Context: an optimization exercise on an open-source flow, tuned for small area, a short achievable clock period and few clock cycles per item. The choices shown serve that exercise and are no tape-out recipe. Where RTL was checked, it was by simulation tests only, not by an equivalence proof against the original. Power and IR drop assume default switching activity.

==> trial 8 <==
==> flow/design.v <==
module uecp_frame_dec (
    input  wire       clk,
    input  wire       rst,
    input  wire       in_valid,
    output wire       in_ready,
    input  wire [7:0] in_data,
    input  wire       in_last,
    output reg        res_valid,
    input  wire       res_ready,
    output reg  [2:0] res_status,
    output wire [9:0] res_site,
    output wire [5:0] res_enc,
    output wire [7:0] res_seq,
    output wire [7:0] res_mel,
    output wire [7:0] res_nelem
);
    localparam [2:0] ST_OK      = 3'd0;
    localparam [2:0] ST_UNKNOWN = 3'd1;
    localparam [2:0] ST_CRC     = 3'd2;
    localparam [2:0] ST_SHORT   = 3'd4;
    localparam [1:0] W_CODE  = 2'd0;   
    localparam [1:0] W_SKIPC = 2'd1;   
    localparam [1:0] W_SKIPL = 2'd2;   
    localparam [1:0] W_LEN   = 2'd3;   
    function [6:0] lut;
        input [7:0] b;
        input       off;
        reg c01, c02, c03, c07, c0A, c13, c1A, c16, c0D, c19, c1C, c2D, c17;
        begin
            c01 = off ? (b == 8'h04) : (b == 8'h01);
            c02 = off ? (b == 8'h05) : (b == 8'h02);
            c03 = off ? (b == 8'h06) : (b == 8'h03);
            c07 = off ? (b == 8'h0A) : (b == 8'h07);
            c0A = off ? (b == 8'h0D) : (b == 8'h0A);
            c13 = off ? (b == 8'h16) : (b == 8'h13);
            c1A = off ? (b == 8'h1D) : (b == 8'h1A);
            c16 = off ? (b == 8'h19) : (b == 8'h16);
            c0D = off ? (b == 8'h10) : (b == 8'h0D);
            c19 = off ? (b == 8'h1C) : (b == 8'h19);
            c1C = off ? (b == 8'h1F) : (b == 8'h1C);
            c2D = off ? (b == 8'h30) : (b == 8'h2D);
            c17 = off ? (b == 8'h1A) : (b == 8'h17);
            lut[6] = c16 | c19 | c1C;
            lut[5] = c2D | c17;
            lut[4] = c0A | c13 | c16;
            lut[3] = c02 | c0D;
            lut[2] = c01;
            lut[1] = c02 | c03 | c07 | c1A | c0A | c13;
            lut[0] = c03 | c07 | c1A | c16 | c19 | c1C;
        end
    endfunction
    function [15:0] crc_step;
        input [15:0] a_in;
        input [7:0]  c;
        reg   [15:0] a;
        begin
            a = {a_in[7:0], a_in[15:8]};
            a = a ^ {8'h00, c};
            a = a ^ {12'h000, a[7:4]};
            a = a ^ {a[3:0], 12'h000};
            a = a ^ {3'b000, a[7:0], 5'b00000};
            crc_step = a;
        end
    endfunction
    reg        rdy;           
    reg        first;         
    reg        esc;           
    reg  [7:0] u_r;           
    reg  [6:0] l_r;           
    reg        uz_r, u1_r;    
    reg        uv_r;          
    reg        end_r;         
    reg        endesc_r;      
    reg        rst_r;         
    reg        pend;          
    assign in_ready = rdy;
    wire accept = in_valid && rdy;
    wire mid    = !first && !in_last;
    always @(posedge clk) begin
        if (rst) begin
            first <= 1'b1;
            esc   <= 1'b0;
        end else if (accept) begin
            first <= in_last;
            esc   <= mid && !esc && (in_data == 8'hFD);
        end
    end
    always @(posedge clk)
        rst_r <= rst;
    wire end_nx = accept && in_last;
    always @(posedge clk) begin
        if (rst) begin
            uv_r  <= 1'b0;
            end_r <= 1'b0;
        end else begin
            uv_r  <= accept && mid && (esc || in_data != 8'hFD);
            end_r <= end_nx;
        end
    end
    always @(posedge clk) begin
        u_r      <= esc ? (in_data + 8'hFD) : in_data;
        l_r      <= lut(in_data, esc);
        uz_r     <= esc ? (in_data == 8'h03) : (in_data == 8'h00);
        u1_r     <= esc ? (in_data == 8'h04) : (in_data == 8'h01);
        endesc_r <= esc;
    end
    wire u_go = uv_r;
    wire e_go = end_r;
    wire       lskip1 = l_r[6];
    wire       lv     = l_r[5] || l_r[3:0] != 4'd0;    
    wire       llen   = l_r[5];
    wire       lskipl = l_r[4];
    wire [3:0] lskip  = l_r[3:0];
    reg [15:0] crc;
    reg        crc_ok;        
    reg  [2:0] ph;            
    reg        inb;           
    reg  [7:0] addr_hi, addr_lo, seq, mel;
    reg  [6:0] nelem;         
    reg  [7:0] body_rem;
    reg  [1:0] wstate;
    reg        werr;
    reg  [7:0] skip;
    reg        skip1;         
    assign res_site  = {addr_hi, addr_lo[7:6]};
    assign res_enc   = addr_lo[5:0];
    assign res_seq   = seq;
    assign res_mel   = mel;
    assign res_nelem = {1'b0, nelem};
    reg [2:0] verdict;
    always @(*) begin
        if (endesc_r || ph < 3'd2)
            verdict = ST_SHORT;
        else if (!crc_ok)
            verdict = ST_CRC;
        else if (ph != 3'd6)
            verdict = ST_SHORT;
        else if (werr)
            verdict = ST_UNKNOWN;
        else if (wstate != W_CODE)
            verdict = ST_SHORT;
        else
            verdict = ST_OK;
    end
    wire ok  = !endesc_r && crc_ok && ph == 3'd6 && !werr && wstate == W_CODE;
    wire busy  = res_valid && !res_ready;
    wire put_e = e_go && !busy;            
    wire put_p = pend && !busy;            
    wire clr   = (put_e && !ok) || put_p;
    wire res_valid_nx = busy || put_e || put_p;
    wire pend_nx      = busy && (pend || e_go);
    wire first_nx     = accept ? in_last : first;
    wire rdy_nx       = first_nx ? !(pend_nx || (end_nx && res_valid_nx))
                                 : !(res_valid_nx || end_nx || pend_nx);
    always @(posedge clk) begin
        if (rst) begin
            res_valid <= 1'b0;
            pend      <= 1'b0;
            rdy       <= 1'b1;
        end else begin
            res_valid <= res_valid_nx;
            pend      <= pend_nx;
            rdy       <= rdy_nx;
        end
    end
    always @(posedge clk)
        if (put_e || put_p)
            res_status <= put_e ? verdict : ST_SHORT;
    wire [15:0] crc_nx = crc_step(crc, u_r);
    always @(posedge clk) begin
        if (rst_r || e_go) begin
            crc    <= 16'hFFFF;
            crc_ok <= 1'b0;
            ph     <= 3'd0;
            inb    <= 1'b0;
        end else if (u_go) begin
            crc    <= crc_nx;
            crc_ok <= (crc_nx == 16'h1D0F);
            if (!ph[2] || (ph == 3'd4 && !inb) || ph == 3'd5)
                ph <= ph + 3'd1;
            if (ph == 3'd3)
                inb <= !uz_r;
            else if (inb && body_rem == 8'd1)
                inb <= 1'b0;
        end
    end
    always @(posedge clk) begin
        if (u_go) begin
            if (ph == 3'd3)
                body_rem <= u_r;
            else
                body_rem <= body_rem - 8'd1;
        end
    end
    always @(posedge clk) begin
        if (clr) begin
            addr_hi <= 8'd0;
            addr_lo <= 8'd0;
            seq     <= 8'd0;
            mel     <= 8'd0;
        end else if (u_go && !ph[2]) begin
            addr_hi <= addr_lo;
            addr_lo <= seq;
            seq     <= mel;
            mel     <= u_r;
        end
    end
    wire b_go = u_go && inb && !werr;
    always @(posedge clk) begin
        if (clr || (u_go && ph == 3'd3))
            nelem <= 7'd0;
        else if (b_go && ((wstate == W_SKIPC && skip1) || (wstate == W_LEN && uz_r)))
            nelem <= nelem + 7'd1;        
    end
    always @(posedge clk) begin
        if (rst_r || e_go) begin
            wstate <= W_CODE;
            werr   <= 1'b0;
        end else if (b_go) begin
            case (wstate)
                W_CODE: begin
                    if (!lv)
                        werr <= 1'b1;
                    else if (llen)
                        wstate <= W_LEN;
                    else
                        wstate <= lskipl ? W_SKIPL : W_SKIPC;
                end
                W_SKIPC, W_SKIPL: begin
                    if (skip1)
                        wstate <= (wstate == W_SKIPL) ? W_LEN : W_CODE;
                end
                W_LEN: begin
                    if (!uz_r)
                        wstate <= W_SKIPC;
                    else
                        wstate <= W_CODE;
                end
            endcase
        end
    end
    always @(posedge clk) begin
        if (b_go) begin
            case (wstate)
                W_CODE:  begin skip <= {4'd0, lskip}; skip1 <= lskip1;         end
                W_LEN:   begin skip <= u_r;           skip1 <= u1_r;           end
                default: begin skip <= skip - 8'd1;   skip1 <= (skip == 8'd2); end
            endcase
        end
    end
endmodule
==> flow/flow/run.sh <==
#!/bin/bash
# Standard layout, with the I/O port buffers built from a small buffer cell
# instead of the delay cell buffer_ports picks on its own. Synthesis is the
# standard one (standard.sh synth), so the registers keep their names.
set -euo pipefail
bash standard.sh synth > synth.log 2>&1
bash standard.sh BUFFER_PORTS_ARGS="-buffer_cell sky130_fd_sc_hd__buf_2" finish > layout.log 2>&1
==> flow/standard.sh <==
#!/bin/bash
# synth_recipe.tcl (not shown) runs the flow's synth.tcl, then flattens the netlist and writes it again
# the make line also repeats each setting of config.mk as NAME=value (left out here)
make -C /OpenROAD-flow-scripts/flow DESIGN_CONFIG=/design/flow/config.mk WORK_HOME=/design/flow/orfs CLKGATE_MAP_FILE= SYNTH_SCRIPT=/design/flow/synth_recipe.tcl "${@:-finish}"
==> flow/config.mk <==
export PLATFORM = sky130hd
export DESIGN_NAME = uecp_frame_dec
export DESIGN_NICKNAME = uecp_frame_dec
export VERILOG_FILES = /design/flow/design.v
export SDC_FILE = /design/flow/constraint.sdc
export NUM_CORES = 4
export LEC_CHECK = 0
export CAP_MARGIN = 20
export CORE_MARGIN = 2
export CORE_UTILIZATION = 30
export SETUP_SLACK_MARGIN = 1.85
export SLEW_MARGIN = 20
==> flow/constraint.sdc <==
create_clock -name core_clock -period 3.5 [get_ports {clk}]
set_input_delay 0.7000 -clock core_clock [delete_from_list [all_inputs] [get_ports {clk}]]
set_output_delay 0.7000 -clock core_clock [all_outputs]
set_load 0.01 [all_outputs]
==> build 3: changes against trial 8 <==
--- a/flow/design.v
+++ b/flow/design.v
@@ -42,3 +42,4 @@
             c17 = off ? (b == 8'h1A) : (b == 8'h17);
-            lut[6] = c16 | c19 | c1C;
+            lut[6] = c01 | c02 | c03 | c07 | c0A | c13 | c1A | c16 | c0D |
+                     c19 | c1C | c2D | c17;
             lut[5] = c2D | c17;
@@ -69,3 +70,2 @@
     reg  [6:0] l_r;           
-    reg        uz_r, u1_r;    
     reg        uv_r;          
@@ -74,3 +74,2 @@
     reg        rst_r;         
-    reg        pend;          
     assign in_ready = rdy;
@@ -89,3 +88,2 @@
         rst_r <= rst;
-    wire end_nx = accept && in_last;
     always @(posedge clk) begin
@@ -94,18 +92,15 @@
             end_r <= 1'b0;
-        end else begin
-            uv_r  <= accept && mid && (esc || in_data != 8'hFD);
-            end_r <= end_nx;
-        end
-    end
-    always @(posedge clk) begin
-        u_r      <= esc ? (in_data + 8'hFD) : in_data;
-        l_r      <= lut(in_data, esc);
-        uz_r     <= esc ? (in_data == 8'h03) : (in_data == 8'h00);
-        u1_r     <= esc ? (in_data == 8'h04) : (in_data == 8'h01);
-        endesc_r <= esc;
-    end
-    wire u_go = uv_r;
-    wire e_go = end_r;
-    wire       lskip1 = l_r[6];
-    wire       lv     = l_r[5] || l_r[3:0] != 4'd0;    
+        end else if (rdy) begin
+            uv_r  <= in_valid && mid && (esc || in_data != 8'hFD);
+            end_r <= in_valid && in_last;
+        end
+    end
+    always @(posedge clk) begin
+        if (rdy) begin
+            u_r      <= esc ? (in_data + 8'hFD) : in_data;
+            l_r      <= lut(in_data, esc);
+            endesc_r <= esc;
+        end
+    end
+    wire       lv     = l_r[6];
     wire       llen   = l_r[5];
@@ -117,4 +112,3 @@
     reg        inb;           
-    reg  [7:0] addr_hi, addr_lo, seq, mel;
-    reg  [6:0] nelem;         
+    reg  [7:0] addr_hi, addr_lo, seq, mel, nelem;
     reg  [7:0] body_rem;
@@ -123,3 +117,2 @@
     reg  [7:0] skip;
-    reg        skip1;         
     assign res_site  = {addr_hi, addr_lo[7:6]};
@@ -128,3 +121,6 @@
     assign res_mel   = mel;
-    assign res_nelem = {1'b0, nelem};
+    assign res_nelem = nelem;
+    wire go    = rdy;                  
+    wire u_go  = go && uv_r;
+    wire e_go  = go && end_r;
     reg [2:0] verdict;
@@ -145,11 +141,5 @@
     wire ok  = !endesc_r && crc_ok && ph == 3'd6 && !werr && wstate == W_CODE;
-    wire busy  = res_valid && !res_ready;
-    wire put_e = e_go && !busy;            
-    wire put_p = pend && !busy;            
-    wire clr   = (put_e && !ok) || put_p;
-    wire res_valid_nx = busy || put_e || put_p;
-    wire pend_nx      = busy && (pend || e_go);
-    wire first_nx     = accept ? in_last : first;
-    wire rdy_nx       = first_nx ? !(pend_nx || (end_nx && res_valid_nx))
-                                 : !(res_valid_nx || end_nx || pend_nx);
+    wire clr = e_go && !ok;
+    wire res_valid_nx = (res_valid && !res_ready) || e_go;
+    wire item_nx      = rdy ? (in_valid && (!first || in_last)) : 1'b1;
     always @(posedge clk) begin
@@ -157,3 +147,2 @@
             res_valid <= 1'b0;
-            pend      <= 1'b0;
             rdy       <= 1'b1;
@@ -161,4 +150,3 @@
             res_valid <= res_valid_nx;
-            pend      <= pend_nx;
-            rdy       <= rdy_nx;
+            rdy       <= !(item_nx && res_valid_nx);
         end
@@ -166,4 +154,4 @@
     always @(posedge clk)
-        if (put_e || put_p)
-            res_status <= put_e ? verdict : ST_SHORT;
+        if (e_go)
+            res_status <= verdict;
     wire [15:0] crc_nx = crc_step(crc, u_r);
@@ -181,3 +169,3 @@
             if (ph == 3'd3)
-                inb <= !uz_r;
+                inb <= (u_r != 8'd0);
             else if (inb && body_rem == 8'd1)
@@ -210,5 +198,5 @@
         if (clr || (u_go && ph == 3'd3))
-            nelem <= 7'd0;
-        else if (b_go && ((wstate == W_SKIPC && skip1) || (wstate == W_LEN && uz_r)))
-            nelem <= nelem + 7'd1;        
+            nelem <= 8'd0;
+        else if (b_go && wstate == W_CODE && lv)
+            nelem <= nelem + 8'd1;
     end
@@ -229,3 +217,3 @@
                 W_SKIPC, W_SKIPL: begin
-                    if (skip1)
+                    if (skip == 8'd1)
                         wstate <= (wstate == W_SKIPL) ? W_LEN : W_CODE;
@@ -233,3 +221,3 @@
                 W_LEN: begin
-                    if (!uz_r)
+                    if (u_r != 8'd0)
                         wstate <= W_SKIPC;
@@ -244,5 +232,5 @@
             case (wstate)
-                W_CODE:  begin skip <= {4'd0, lskip}; skip1 <= lskip1;         end
-                W_LEN:   begin skip <= u_r;           skip1 <= u1_r;           end
-                default: begin skip <= skip - 8'd1;   skip1 <= (skip == 8'd2); end
+                W_CODE:  skip <= {4'd0, lskip};
+                W_LEN:   skip <= u_r;
+                default: skip <= skip - 8'd1;
             endcase
- ABC_CLOCK_PERIOD_IN_PS: not set -> 1500
- CORE_UTILIZATION: 30 -> 40
- SETUP_SLACK_MARGIN: 1.85 -> 1.8
==> notes <==
Of trial 8 and build 3, trial 8 has the higher synthesized cell count (gap 1.3%, measured against build 3).
Between trial 8 and build 3, the lower clock power is in build 3 (gap about 8%, measured against build 3).
Trial 8 passed the timing, design-rule and antenna checks. Build 3 ran to the end with no violations.
In build 3 the combinational power is higher than in trial 8, by 25%.
Final cell count: trial 8 is larger than build 3 (about 4%).
==> figures <==
item	build 3	trial 8
Basic-gate share of the synthesized area counting and, or, nand and nor cells	19.7%	20.9%
Average via count per standard cell	5.22	4.79
Clock network fraction of design power	38.4%	41.1%
First-pass GRT wire length	19800 um	18900 um
Worst Hold End	addr_hi[7]	addr_hi[1]
Placement Cell Area	5710 um^2	5580 um^2
Run status	finished clean	finished clean
Time the worst path needs with I/O delays and setup	2040 ps	1610 ps
Total global-route track usage	17.8%	13.1%
Least-Margin Pin Slew	448 ps	763 ps
Testbench counts of trial 8, summed over its fixed seeds: cycles 39,609, frames 384.
For build 3, only the layout was checked, not whether the RTL still works.

-- static timing again, ports no longer ideal --
In the flow no input, the clock included, has a driving cell. The finished layouts below were timed again as built, in two steps.
Step 1: set_driving_cell puts a clkbuf_16 on clk and a buf_2 on each other input, an assumption about the parent block.
Step 2 also shifts input and output timing later by t, the mid clock arrival at the registers, as if the neighbouring blocks saw the same clock.
a / b / c = no drivers / after step 1 / after step 2; a / b = the first two.
run | t (ns) | setup slack, ns | hold WS [ns] | worst setup path at the end | clock arrival spread, ns
trial 8 | 0.382 | 1.890 / 1.878 / 1.574 | 0.454 / 0.454 / 0.454 | input to register | 0.010 / 0.011
build 3 | 0.388 | 1.462 / 1.462 / 1.255 | 0.453 / 0.453 / 0.453 | input to register | 0.008 / 0.009
After both steps every run listed still meets setup and hold. The setup slack of trial 8, which loses most, moves by -0.012 ns with the drivers and by -0.316 ns with both steps.
